What follows belongs to an exercise in optimizing a design on an open flow for small area; a production flow would make more cautious choices. Only simulation tests tie the RTL to the original design; equivalence was not proved. No activity file was given, so power comes from the tool's default toggle rates.

== tundra ==
==> flow/design.v <==
module mvn_cpu (
    input  wire        clk,
    input  wire        rst,
    output reg         mem_req,
    output reg         mem_we,
    output reg  [11:0] mem_addr,
    output reg  [7:0]  mem_wdata,
    input  wire        mem_ready,
    input  wire [7:0]  mem_rdata,
    output wire        in_ready,
    input  wire        in_valid,
    input  wire [11:0] in_data,
    output wire        out_valid,
    output wire [11:0] out_data,
    output wire        halted,
    input  wire        resume,
    output wire        done,
    output wire        faulted,
    output wire [3:0]  fault_code,
    output wire [12:0] pc_o,
    output wire [11:0] ac_o
);
    localparam [3:0] OP_JMP = 4'h0, OP_JZ = 4'h1, OP_JN = 4'h2, OP_LV = 4'h3,
                     OP_ADD = 4'h4, OP_SUB = 4'h5, OP_MUL = 4'h6, OP_DIV = 4'h7,
                     OP_LD  = 4'h8, OP_MM  = 4'h9, OP_SC  = 4'hA, OP_RS  = 4'hB,
                     OP_HM  = 4'hC, OP_GD  = 4'hD, OP_PD  = 4'hE, OP_OS  = 4'hF;
    localparam [4:0] S_CLR   = 5'd0,   
                     S_FETCH = 5'd1,   
                     S_X1    = 5'd2,   
                     S_RDL   = 5'd3,   
                     S_OPA   = 5'd4,   
                     S_MUL   = 5'd5,   
                     S_DIV   = 5'd6,   
                     S_WR    = 5'd7,   
                     S_COPY  = 5'd8,   
                     S_HALT  = 5'd9,
                     S_GD    = 5'd10,
                     S_NEGF  = 5'd11,  
                     D_0 = 5'h10, D_5 = 5'h15, D_6 = 5'h16, D_7 = 5'h17, D_8 = 5'h18, D_9 = 5'h19;
    reg  [4:0]  st;
    reg  [3:0]  ph;       
    reg  [3:0]  it;       
    reg  [11:0] P;        
    reg  [11:0] A;        
    reg  [11:0] O;        
    reg  [11:0] T;        
    reg  [3:0]  OP;       
    reg         c;        
    reg         pcc;      
    reg         dly;      
    reg         f;        
    reg         neg;      
    wire clr   = (st == S_CLR);
    wire fetch = (st == S_FETCH);
    wire x1    = (st == S_X1);
    wire rdl   = (st == S_RDL);
    wire opa   = (st == S_OPA);
    wire mulp  = (st == S_MUL);
    wire divp  = (st == S_DIV);
    wire wr    = (st == S_WR);
    wire cpy   = (st == S_COPY);
    wire halt  = (st == S_HALT);
    wire gd    = (st == S_GD);
    wire negf  = (st == S_NEGF);
    wire ph0   = (ph == 4'd0);
    wire ph11  = (ph == 4'd11);
    wire ph12  = (ph == 4'd12);
    wire ph15  = (ph == 4'd15);
    wire phhi  = ph[3] & ph[2];           
    wire it0   = (it == 4'd0);
    wire it11  = (it == 4'd11);
    wire opr_fff  = &O;
    wire opr_zero = ~|O;
    wire ac_zero  = ~|A;
    wire t_zero   = ~|T;
    wire op_jmp = (OP == OP_JMP);
    wire op_jz  = (OP == OP_JZ);
    wire op_jn  = (OP == OP_JN);
    wire op_lv  = (OP == OP_LV);
    wire op_add = (OP == OP_ADD);
    wire op_sub = (OP == OP_SUB);
    wire op_mul = (OP == OP_MUL);
    wire op_div = (OP == OP_DIV);
    wire op_ld  = (OP == OP_LD);
    wire op_mm  = (OP == OP_MM);
    wire op_sc  = (OP == OP_SC);
    wire op_rs  = (OP == OP_RS);
    wire op_hm  = (OP == OP_HM);
    wire op_gd  = (OP == OP_GD);
    wire op_pd  = (OP == OP_PD);
    wire op_os  = (OP == OP_OS);
    wire memop = (OP[3:2] == 2'b01) || (OP[3:2] == 2'b10);
    wire rdw   = (OP[3:2] == 2'b01) || op_ld || op_rs;
    wire x1m   = x1 && !phhi;              
    wire mb = mem_rdata[{ph[2] & !x1, ph[1:0]}];
    always @(*) begin
        mem_addr = fetch ? {P[10:0], !ph[3]} : O;
        mem_req  = (fetch && !P[11]) || (x1 && phhi && rdw) || (rdl && !ph[3]) ||
                   (wr && (ph15 || ph12));
        mem_we   = wr;
        if (op_sc)
            mem_wdata = ph[0] ? {3'b000, P[11:7]} : {P[6:0], 1'b0};
        else
            mem_wdata = ph[0] ? {{4{A[11]}}, A[11:8]} : A[7:0];
    end
    wire go = !(mem_req && !mem_ready);
    wire negc  = ph0 ? A[11] : neg;              
    wire rnn   = it0 || A[0];                    
    wire subc  = ph0 ? (rnn ^ T[11]) : f;        
    wire mbit  = ph0 ? A[0] : f;                 
    reg x, ys, inv, c0;
    always @(*) begin
        x = 1'b0; ys = 1'b0; inv = 1'b0; c0 = 1'b0;
        if (fetch || negf) begin
            ys = A[0]; inv = neg; c0 = neg;
        end else if (x1) begin
            if (op_lv) x = O[0];
            else begin x = !op_gd && O[0]; c0 = rdw; end    
        end else if (rdl) begin
            ys = A[0]; inv = negc; c0 = negc;
        end else if (opa) begin
            x = !op_ld && A[0]; ys = T[0]; inv = op_sub; c0 = op_sub;
        end else if (mulp) begin
            x  = !it0 && O[1];
            ys = mbit && T[0];
        end else if (divp) begin
            x  = ph0 ? A[11] : dly;
            ys = T[0]; inv = subc; c0 = subc;
        end else if (wr) begin
            x = O[0]; c0 = 1'b1;                     
        end
    end
    wire y   = ys ^ inv;
    wire ci  = ph0 ? c0 : c;
    wire sum = x ^ y ^ ci;
    wire co  = (x & y) | (ci & (x ^ y));
    wire hain = cpy ? ((op_rs ? T[1] : O[1]) && !ph11) : (P[0] && !clr);
    wire pci  = ph0 ? (x1 || (cpy && op_sc)) : pcc;
    wire psum = hain ^ pci;
    wire taken = op_jmp || op_hm || (op_jz && ac_zero) || (op_jn && A[11]);
    wire pdsh = x1 && op_pd && (ph15 || (!phhi && !ph11));    
    wire shA = (clr && !phhi) || ((fetch || negf) && !phhi) ||
               pdsh ||
               (x1m && (op_lv || op_gd)) || (rdl && op_div) || opa ||
               (mulp && ph0) || (divp && !ph0);
    wire ldA = gd && in_valid;
    wire shP = ((clr || x1) && !phhi) || cpy;
    wire shO = fetch || (x1m && !op_pd) || pdsh ||
               mulp || divp || (wr && !phhi) || cpy;
    wire shT = (x1 && phhi && rdw) || rdl || opa || mulp || divp || cpy;
    wire sinO = fetch ? OP[0] : (x1 && op_pd) ? A[0] : (x1m || wr || mulp || divp) ? sum : O[0];
    wire sinT = (x1 || (rdl && !ph[3])) ? mb : T[0];
    wire sinA = (divp || (x1 && op_pd)) ? A[0] : sum;
    wire a0n  = (divp && ph11) ? !sum : A[1];
    assign in_ready   = gd;
    assign out_valid  = x1 && ph11 && op_pd;
    assign out_data   = O;
    assign halted     = halt;
    assign done       = st[4];
    assign faulted    = |st[3:0];
    assign fault_code = st[3:0];
    assign pc_o       = {P, 1'b0};
    assign ac_o       = A;
    always @(posedge clk) begin
        if (go) begin
            c   <= co;
            pcc <= hain & pci;
            dly <= !it0 && O[0];
            if (x1 && ph12)          f <= (mem_rdata[7:4] != 4'd0);
            else if (mulp && ph0)    f <= A[0];
            else if (divp && ph0)    f <= subc;
            if (clr || (fetch && ph15))  neg <= 1'b0;
            else if (x1 && ph15)         neg <= memop && opr_fff;    
            else if (rdl && ph0 && op_div) neg <= A[11];
            else if (divp && ph11 && it11) neg <= neg ^ T[0];    
            if (shP) P <= {psum, P[11:1]};
            if (shO) O <= {sinO, O[11:1]};
            if (shT) T <= {sinT, T[11:1]};
            if (fetch) OP <= {mb, OP[3:1]};
            if (shA || ldA) A <= {sinA, A[11:2], a0n} | ({12{ldA}} & in_data);
        end
    end
    always @(posedge clk) begin
        if (rst) begin
            st <= S_CLR;
            ph <= 4'd0;
            it <= 4'd0;
        end else if (go) begin
            ph <= ph + 4'd1;
            case (st)
                S_CLR, S_OPA: begin
                    if (ph11) begin ph <= 4'd0; st <= S_FETCH; end
                end
                S_NEGF: begin
                    if (ph11) st <= D_7;
                end
                S_FETCH: begin
                    if (ph15) begin
                        ph <= 4'd12;
                        st <= P[11] ? D_6 : S_X1;
                    end
                end
                S_X1: begin
                    if (ph11) begin
                        ph <= 4'd0;
                        if (neg) st <= D_6;
                        else if (memop) begin
                            if (rdw) st <= S_RDL;
                            else if (op_sc && O[1]) st <= D_5;
                            else begin st <= S_WR; ph <= 4'd15; end
                        end else if (op_jmp || op_jz || op_jn || op_hm) begin
                            if (!taken) st <= S_FETCH;
                            else if (!O[1]) st <= S_COPY;
                            else if (op_hm) st <= S_HALT;
                            else st <= D_5;
                        end else if (op_gd) st <= S_GD;
                        else if (op_os) st <= opr_zero ? D_0 : D_9;
                        else st <= S_FETCH;
                    end
                end
                S_RDL: begin
                    if (ph11) begin
                        ph <= 4'd0;
                        if (op_mul) st <= S_MUL;
                        else if (op_div) st <= t_zero ? S_NEGF : S_DIV;
                        else if (op_rs) st <= f ? D_8 : T[1] ? D_5 : S_COPY;
                        else st <= S_OPA;
                    end
                end
                S_MUL, S_DIV: begin
                    if (ph11) begin
                        ph <= 4'd0;
                        it <= it11 ? 4'd0 : it + 4'd1;
                        if (it11) st <= S_FETCH;
                    end
                end
                S_WR: begin
                    if (ph12) begin
                        ph <= 4'd0;
                        st <= op_sc ? S_COPY : S_FETCH;
                    end
                end
                S_COPY: begin
                    if (ph11) begin
                        ph <= 4'd0;
                        st <= op_hm ? S_HALT : S_FETCH;
                    end
                end
                S_HALT: begin
                    ph <= 4'd0;
                    if (resume) st <= O[0] ? D_5 : S_FETCH;
                end
                S_GD: begin
                    ph <= 4'd0;
                    if (in_valid) st <= S_FETCH;
                end
                default: ph <= 4'd0;    
            endcase
        end
    end
endmodule
==> flow/config.mk <==
export PLATFORM = sky130hd
export DESIGN_NAME = mvn_cpu
export DESIGN_NICKNAME = mvn_cpu
export VERILOG_FILES = /design/flow/design.v
export SDC_FILE = /design/flow/constraint.sdc
export NUM_CORES = 4
export LEC_CHECK = 0
export ABC_AREA = 1
export CAP_MARGIN = 20
export CORE_MARGIN = 2
export CORE_UTILIZATION = 25
export CTS_BUF_LIST = sky130_fd_sc_hd__clkbuf_16
export CTS_CLUSTER_DIAMETER = 200
export CTS_CLUSTER_SIZE = 40
export PLACE_DENSITY = 0.5
export SLEW_MARGIN = 20
==> flow/constraint.sdc <==
create_clock -name core_clock -period 10.0 [get_ports {clk}]
set_input_delay 2.0000 -clock core_clock [delete_from_list [all_inputs] [get_ports {clk}]]
set_output_delay 2.0000 -clock core_clock [all_outputs]
set_load 0.01 [all_outputs]
standard.sh (not shown) runs the stock make flow with config.mk's settings and CLKGATE_MAP_FILE= SYNTH_SCRIPT=/design/flow/synth_recipe.tcl, a recipe that flattens the netlist after the stock synthesis.
==> flow/flow/run.sh <==
#!/bin/bash
# Standard flow, with buf_1 cells as the port buffers instead of the default
# delay-cell choice.
export BUFFER_PORTS_ARGS="-buffer_cell sky130_fd_sc_hd__buf_1"
bash standard.sh "BUFFER_PORTS_ARGS=-buffer_cell sky130_fd_sc_hd__buf_1" finish > standard_run.log 2>&1
tundra: done, clean on timing, DRC and antenna
--- input diff tundra..violet ---
- CTS_CLUSTER_DIAMETER removed (was 200)
- CTS_BUF_LIST removed (was sky130_fd_sc_hd__clkbuf_16)
- CTS_CLUSTER_SIZE removed (was 40)
==> flow/flow/run.sh <==
#!/bin/bash
# Standard ORFS flow with three changes:
#  - the ABC script used for ABC_AREA=1 is replaced by flow/abc_area.script
#    (area-only mapping; registers come from the unchanged dfflibmap step);
#  - port buffers use sky130_fd_sc_hd__buf_1;
#  - clock tree synthesis runs with the arguments in flow/cts_args.txt
#    (smaller clock buffers, no dummy loads).
set -euo pipefail
rm -rf scripts_mod
cp -r "$FLOW_HOME/scripts" scripts_mod
cp flow/abc_area.script scripts_mod/abc_area.script
export SCRIPTS_DIR="$PWD/scripts_mod"
export BUFFER_PORTS_ARGS="-buffer_cell sky130_fd_sc_hd__buf_1"
export CTS_ARGS="$(cat flow/cts_args.txt)"
bash standard.sh "SCRIPTS_DIR=$PWD/scripts_mod" \
  "BUFFER_PORTS_ARGS=-buffer_cell sky130_fd_sc_hd__buf_1" \
  "CTS_ARGS=$CTS_ARGS" finish > standard_run.log 2>&1
==> flow/flow/abc_area.script (new file) <==
strash
&get -n
&fraig -x
&put
strash
dc2
strash
&get -n
&dch -f
&nf -a
&put
topo
==> flow/flow/cts_args.txt (new file) <==
-sink_clustering_enable -repair_clock_nets -dont_use_dummy_load -buf_list sky130_fd_sc_hd__clkbuf_8 -root_buf sky130_fd_sc_hd__clkbuf_8 -sink_clustering_size 24 -sink_clustering_max_diameter 150
--- outcome ---
- violet finished every step from synthesis to the final layout, and the layout passed the timing, design-rule and antenna checks.
- tundra vs violet, most common cell after layout, fill and taps aside: sky130_fd_sc_hd__nand2_1 vs sky130_fd_sc_hd__buf_1
- Compared with tundra, violet shows a worst-case reg-to-reg path depth that is 7 lower.
- violet gives more non-clock buffer count than tundra did.
- Of tundra and violet, the run reporting the higher overall die width was tundra.
Inputs modified between violet and sierra:
==> flow/flow/cts_args.txt <==
-repair_clock_nets -dont_use_dummy_load -buf_list sky130_fd_sc_hd__clkbuf_16 -root_buf sky130_fd_sc_hd__clkbuf_16
==> comparison <==
- Summary of sierra over violet: post-route fraction of the period consumed by the critical path went down 0.20 points, synthesized instance count held, initial DRC count decreased 15.
- In the metrics for sierra and violet, the one carrying the higher power is sierra.
- Relative to violet, the final cell area reported for sierra is higher.
- Global routing usage summed across all routing layers across sierra and violet: no real change.
diff inputs: sierra => lagoon
==> flow/flow/cts_args.txt <==
-sink_clustering_enable -repair_clock_nets -dont_use_dummy_load -buf_list sky130_fd_sc_hd__clkbuf_4 -root_buf sky130_fd_sc_hd__clkbuf_8 -sink_clustering_size 12 -sink_clustering_max_diameter 100
### Flow results
Launching instance or port of the critical path = st[0]$_SDFFE_PP0P_: lagoon; launching instance or port of the critical path = ph[0]$_SDFFE_PP0N_: sierra
In the reports for sierra and lagoon, the larger ratio of final minimum period to clock period belongs to lagoon.
lagoon vs. sierra: fmax now smaller, number of sinks driven by the clock tree has remained practically unchanged.
lagoon vs sierra: clock distribution area overhead in the final layout down

========
mvn_cpu, a different RTL version from the one above (not shown whole).
Size: roughly 410 cells after synthesis, roughly 93 I/O pins, roughly 3800 µm² of cells after synthesis.
export LEC_CHECK = 0
export ABC_AREA = 1
export CAP_MARGIN = 20
export CORE_MARGIN = 2
export CORE_UTILIZATION = 45
export PLACE_DENSITY = 0.65
export SLEW_MARGIN = 20
create_clock -name core_clock -period 10.0 [get_ports {clk}]
==> flow/flow/run.sh <==
#!/bin/bash
# Standard ORFS flow with four changes:
#  - the ABC script used for ABC_AREA=1 is replaced by flow/abc_area.script
#    (area-only mapping; registers come from the unchanged dfflibmap step);
#  - port buffers use sky130_fd_sc_hd__buf_1;
#  - ADDER_MAP_FILE is left empty, so half/full adder structures are left to
#    ABC instead of being mapped to ha/fa cells first;
#  - clock tree synthesis runs with the arguments in flow/cts_args.txt
#    (smaller clock buffers, no dummy loads).
set -euo pipefail
rm -rf scripts_mod
cp -r "$FLOW_HOME/scripts" scripts_mod
cp flow/abc_area.script scripts_mod/abc_area.script
export SCRIPTS_DIR="$PWD/scripts_mod"
export BUFFER_PORTS_ARGS="-buffer_cell sky130_fd_sc_hd__buf_1"
export CTS_ARGS="$(cat flow/cts_args.txt)"
bash standard.sh "SCRIPTS_DIR=$PWD/scripts_mod" "ADDER_MAP_FILE=" \
  "BUFFER_PORTS_ARGS=-buffer_cell sky130_fd_sc_hd__buf_1" \
  "CTS_ARGS=$CTS_ARGS" finish > standard_run.log 2>&1
==> flow/flow/abc_area.script <==
strash
&get -n
&fraig -x
&put
strash
dc2
strash
dc2
strash
&get -n
&dch -f
&nf -a -R 1000
&put
strash
&get -n
&dch -f
&nf -a -R 1000
&put
strash
&get -n
&dch -f
&nf -a -R 1000
&put
topo
==> flow/flow/cts_args.txt <==
-sink_clustering_enable -repair_clock_nets -dont_use_dummy_load -buf_list sky130_fd_sc_hd__clkbuf_4 -root_buf sky130_fd_sc_hd__clkbuf_4
The starting point completed without violations.
Change:
--- a/flow/flow/run.sh
+++ b/flow/flow/run.sh
@@ -1,4 +1,4 @@
 #!/bin/bash
-# Standard ORFS flow with four changes:
+# Standard ORFS flow with three changes:
 #  - the ABC script used for ABC_AREA=1 is replaced by flow/abc_area.script
 #    (area-only mapping; registers come from the unchanged dfflibmap step);
==> flow/flow/cts_args.txt (replaced) <==
-sink_clustering_enable -repair_clock_nets -dont_use_dummy_load -buf_list sky130_fd_sc_hd__clkbuf_8 -root_buf sky130_fd_sc_hd__clkbuf_8 -sink_clustering_size 24 -sink_clustering_max_diameter 150
CORE_UTILIZATION = 25   (was 45)
PLACE_DENSITY = 0.5   (was 0.65)
The new run finished with timing, DRC and antenna clean.
Sequential power is about the same.
Utilization fell by 22 points.
Design area grows by 3.7%.
Routed wire length grows by 5.8%.
Total power came out higher by 6.4%.
Clock power grows by 38%.
Change:
==> flow/flow/cts_args.txt (replaced) <==
-sink_clustering_enable -repair_clock_nets -dont_use_dummy_load -buf_list sky130_fd_sc_hd__clkbuf_4 -root_buf sky130_fd_sc_hd__clkbuf_4
CORE_UTILIZATION = 60   (was 25)
PLACE_DENSITY = 0.8   (was 0.5)
Synthesized cell count stays the same.
Worst setup slack hardly moves.
Routed wire length falls by roughly a tenth.
Cell count came out lower by about a fifth.
Count of clock-buffer cells in the layout stays the same.
Design area shrinks by a few percent.
Clock power came out lower by a quarter to a third.
Fmax is about the same.
Sequential power is lower slightly.
First-iteration DRC count came out higher by about a fifth.

==> re-timing with driven ports <==
How much do the figures lean on ideal ports? The routed layouts below were timed once more, with nothing changed but the port constraints.
Step 1 assumes that a clkbuf_16 drives the clock port and a buf_2 every other input.
Step 2 times the ports against the registers' clock, not the clock port: input delays grow and output delays shrink by t, the midpoint of the rising clock arrivals with the driver on.
a / b / c = no drivers / after step 1 / after step 2; a / b = the first two.
run | t (ns) | setup slack, ns | latest minus earliest clock arrival (ns) | worst slew at a driven data input, ns | pins driven straight from the clock port
tundra | 0.384 | 5.287 / 5.242 / 5.626 | 0.014 / 0.014 | 0.06 | 1
violet | 0.393 | 5.254 / 5.220 / 5.613 | 0.016 / 0.016 | 0.03 | 1
sierra | 0.372 | 5.273 / 5.235 / 5.607 | 0.010 / 0.011 | 0.04 | 1
lagoon | 0.393 | 5.254 / 5.220 / 5.613 | 0.016 / 0.016 | 0.03 | 1
the first run of note 2 | 0.440 | 5.419 / 5.387 / 5.827 | 0.036 / 0.036 | 0.03 | 1
the second run of note 2 | 0.392 | 5.443 / 5.405 / 5.796 | 0.010 / 0.009 | 0.04 | 1
the third run of note 2 | 0.415 | 5.444 / 5.415 / 5.830 | 0.044 / 0.043 | 0.04 | 1
After both steps setup and hold are still met in every run listed.
